What follows belongs to an exercise in optimizing a design on an open flow for small area, a short achievable clock period and few clock cycles; a production flow would make more cautious choices.
Function was checked by simulation only, so behaviour that the tests miss may differ from the original.
Power figures rest on the tool's default switching activity, not on a simulated workload.

Design mbcodec, start of the top module:
module mbcodec (
    input  wire        clk,
    input  wire        rst,           
    input  wire        cmd_valid,
    output wire        cmd_ready,
    input  wire [31:0] cmd,
    output reg         rsp_valid,
    output wire [3:0]  rsp_status,
    output wire [31:0] rsp_value,
    output reg         tx_valid,
    output reg  [7:0]  tx_data
);
For scale: about 3800 cells after synthesis, about 2300 flip-flops, roughly 82 I/O pins, ~0.059 sq mm of cells after synthesis.
Settings: LEC_CHECK=0, CAP_MARGIN=20, CORE_MARGIN=2, CORE_UTILIZATION=60, CTS_CLUSTER_DIAMETER=100, CTS_CLUSTER_SIZE=28, PLACE_DENSITY=0.7, SETUP_SLACK_MARGIN=5, SLEW_MARGIN=20; clock period 8.0 ns.
run.sh (not shown) runs the stock make flow with config.mk's settings and CLKGATE_MAP_FILE= SYNTH_SCRIPT=/design/flow/synth_recipe.tcl, a recipe that flattens the netlist after the stock synthesis.
Testbench counts at the start, summed over its fixed seeds: cycles 164,567.
Change:
--- a/flow/design.v
+++ b/flow/design.v
@@ -55,14 +55,18 @@
     reg [15:0] dcrc;
     reg [7:0]  pcnt;
     reg        rclo_ok;       
     reg [3:0]  errcls;
     reg [7:0]  excode;
     reg        stray;
     wire busy = !(s_idle | s_done | s_err);
+    wire [3:0] dstate = {s_xhi | s_done | s_err,
+                         s_pay | s_crclo | s_crchi | s_xlo,
+                         s_func | s_b2 | s_crchi | s_xlo | s_err,
+                         s_addr | s_b2 | s_crclo | s_xlo | s_done};
     reg          rdy;         
     reg [2:0]    sc;          
     reg          ev;          
     reg [RB-1:0] ph;          
     wire [RB-1:0] phw = ph - 1'b1;
     wire acc = cmd_valid & rdy;
     assign cmd_ready = rdy;
@@ -73,15 +77,14 @@
     wire in_xch    = (in_opc == OPC_XCH_RD);
     wire in_rd     = (in_opc == OPC_DEC_RDBUF);
     wire in_req_ok = (in_s <= 16'h1000) && (in_b >= 8'd1) && (in_b <= 8'h7D);
     reg        r_init, r_cbyte, r_cread, r_ccheck, r_dbyte, r_abort,
                r_rd, r_status, r_seta, r_geta, r_enc, r_xch;
     reg        z_hi, z_mid, z_lo;    
     reg        req_ok, b_szbad, b_adbad, b_one;
-    reg        b_lt;          
     reg [23:0] qh;            
     always @(posedge clk) begin
         r_init   <= (in_opc == OPC_CRC_INIT);
         r_cbyte  <= (in_opc == OPC_CRC_BYTE);
         r_cread  <= (in_opc == OPC_CRC_READ);
         r_ccheck <= (in_opc == OPC_CRC_CHECK);
         r_dbyte  <= (in_opc == OPC_DEC_BYTE);
@@ -95,15 +98,14 @@
         z_hi     <= (cmd[23:16] == 8'd0);
         z_mid    <= (cmd[15:8]  == 8'd0);
         z_lo     <= (cmd[7:0]   == 8'd0);
         req_ok   <= in_req_ok;
         b_szbad  <= (in_b == 8'd0) || (in_b > 8'hFA);
         b_adbad  <= (in_b == 8'd0) || (in_b > 8'hF7);
         b_one    <= (in_b == 8'd1);
-        b_lt     <= (in_b < pcnt);
         if (rdy)
             qh <= cmd[23:0];
     end
     wire [7:0] arg_b = qh[7:0];
     wire e_rn = z_hi && z_mid && z_lo;      
     wire e_rb = z_hi && z_mid;              
     wire e_rh = z_hi;                       
@@ -125,15 +127,15 @@
                             o_abort || o_rdbuf || o_status || o_seta || o_geta || o_tx);
     wire xbusy   = o_xch && busy;                        
     wire sent    = (o_enc || (o_xch && !busy)) && req_ok;  
     wire txfault = o_tx && !sent;
     wire arm     = o_xch && !busy && req_ok;
     wire dbyte   = o_dbyte;
     wire seta_ok = o_seta && !busy && !b_adbad;
-    wire rd_arg  = !b_lt;
+    wire rd_arg  = arg_b >= pcnt;
     wire rd_ok   = o_rdbuf && s_done && !rd_arg;         
     wire rd_late = rd_ok && (sc != 3'd0);                
     reg  rd_wait;                                         
     wire rd_go   = rd_wait && (sc == 3'd0);
     wire [8*(NR+1)-1:0] taps;
     wire [7:0] rd_byte = taps[qh[7:RB]*8 +: 8];
     wire [15:0] dcrc_upd = crc_update(dcrc, arg_b);
@@ -186,21 +188,23 @@
             end
         end
     end
     wire       pay_w   = dbyte && s_pay;
     wire [7:0] x_pcnt  = (o_abort || arm) ? 8'd0 : (pay_w ? pcnt + 8'd1 : pcnt);
     wire       x_stray = (o_abort || arm) ? 1'b0 :
                          ((dbyte && (s_idle || s_done || s_err)) ? 1'b1 : stray);
+    wire [25:0] cur_status = {busy, stray, pcnt, excode, errcls, dstate};
     wire [25:0] nxt_status = {n_busy, x_stray, x_pcnt, x_excode, x_errcls, n_dstate};
     wire [25:0] x_value =
         ({26{o_init}}   & 26'h000FFFF) |
         ({26{o_cbyte}}  & {10'd0, acc_upd}) |
         ({26{o_cread}}  & {10'd0, crc_acc}) |
         ({26{o_ccheck}} & {25'd0, crc_acc == qh[15:0]}) |
-        ({26{dbyte || o_status}} & nxt_status) |
+        ({26{dbyte}}    & nxt_status) |
+        ({26{o_status}} & cur_status) |
         ({26{seta_ok}}  & {18'd0, arg_b}) |
         ({26{o_geta}}   & {18'd0, devaddr});
     wire st_ill  = o_ill;
     wire st_busy = xbusy || (o_seta && busy);
     wire st_nrdy = o_rdbuf && !s_done;
     wire st_arg  = (txfault && !xbusy) || (o_seta && !busy && b_adbad) ||
                    (o_rdbuf && s_done && rd_arg);
Outcome: The changed run completed without violations. Count of clock-buffer cells in the layout is lower by 1. Global-route usage is lower by 0.17 points. Cell area barely changes. Synthesized area is about the same. Final cell count is higher by about 0.8%. Non-clock buffer count is lower by 1. Worst setup slack improves by 0.0082 ns. Clock power is higher by about 0.8%. Routed wire length is higher by 0.78%. Die area hardly moves. Maximum frequency hardly moves. Clock skew stays flat. First-iteration DRC count is higher by 11%.
Testbench counts after the change, summed over its fixed seeds: cycles 164,567.

## re-timing with driven ports
No port has a modelled driver above. Below, the same layouts with a new extraction and two added sets of constraints.
Step 1 assumes that a clkbuf_16 drives the clock port and a buf_2 every other input.
Step 2 adds t to the input delays and takes it off the output delays; t is the mean of the earliest and latest rising clock arrival at the registers after step 1. Input paths then give back, and output paths get back, about the clock's delay inside the block.
a / b / c = ideal ports / drivers / drivers and shift; a / b = the first two.
| run | t, ns | slack for setup (ns) | clock arrival spread, ns | worst register clock-pin slew, ns |
|---|---|---|---|---|
| the first run | 0.747 | 5.044 / 4.978 / 4.376 | 0.038 / 0.038 | 0.11 / 0.11 |
| the second run | 0.758 | 5.052 / 4.984 / 4.463 | 0.046 / 0.045 | 0.12 / 0.12 |
After both steps every run listed still meets setup and hold. The setup slack of the first run, which loses most, moves by -0.066 ns with the drivers and by -0.668 ns with both steps.
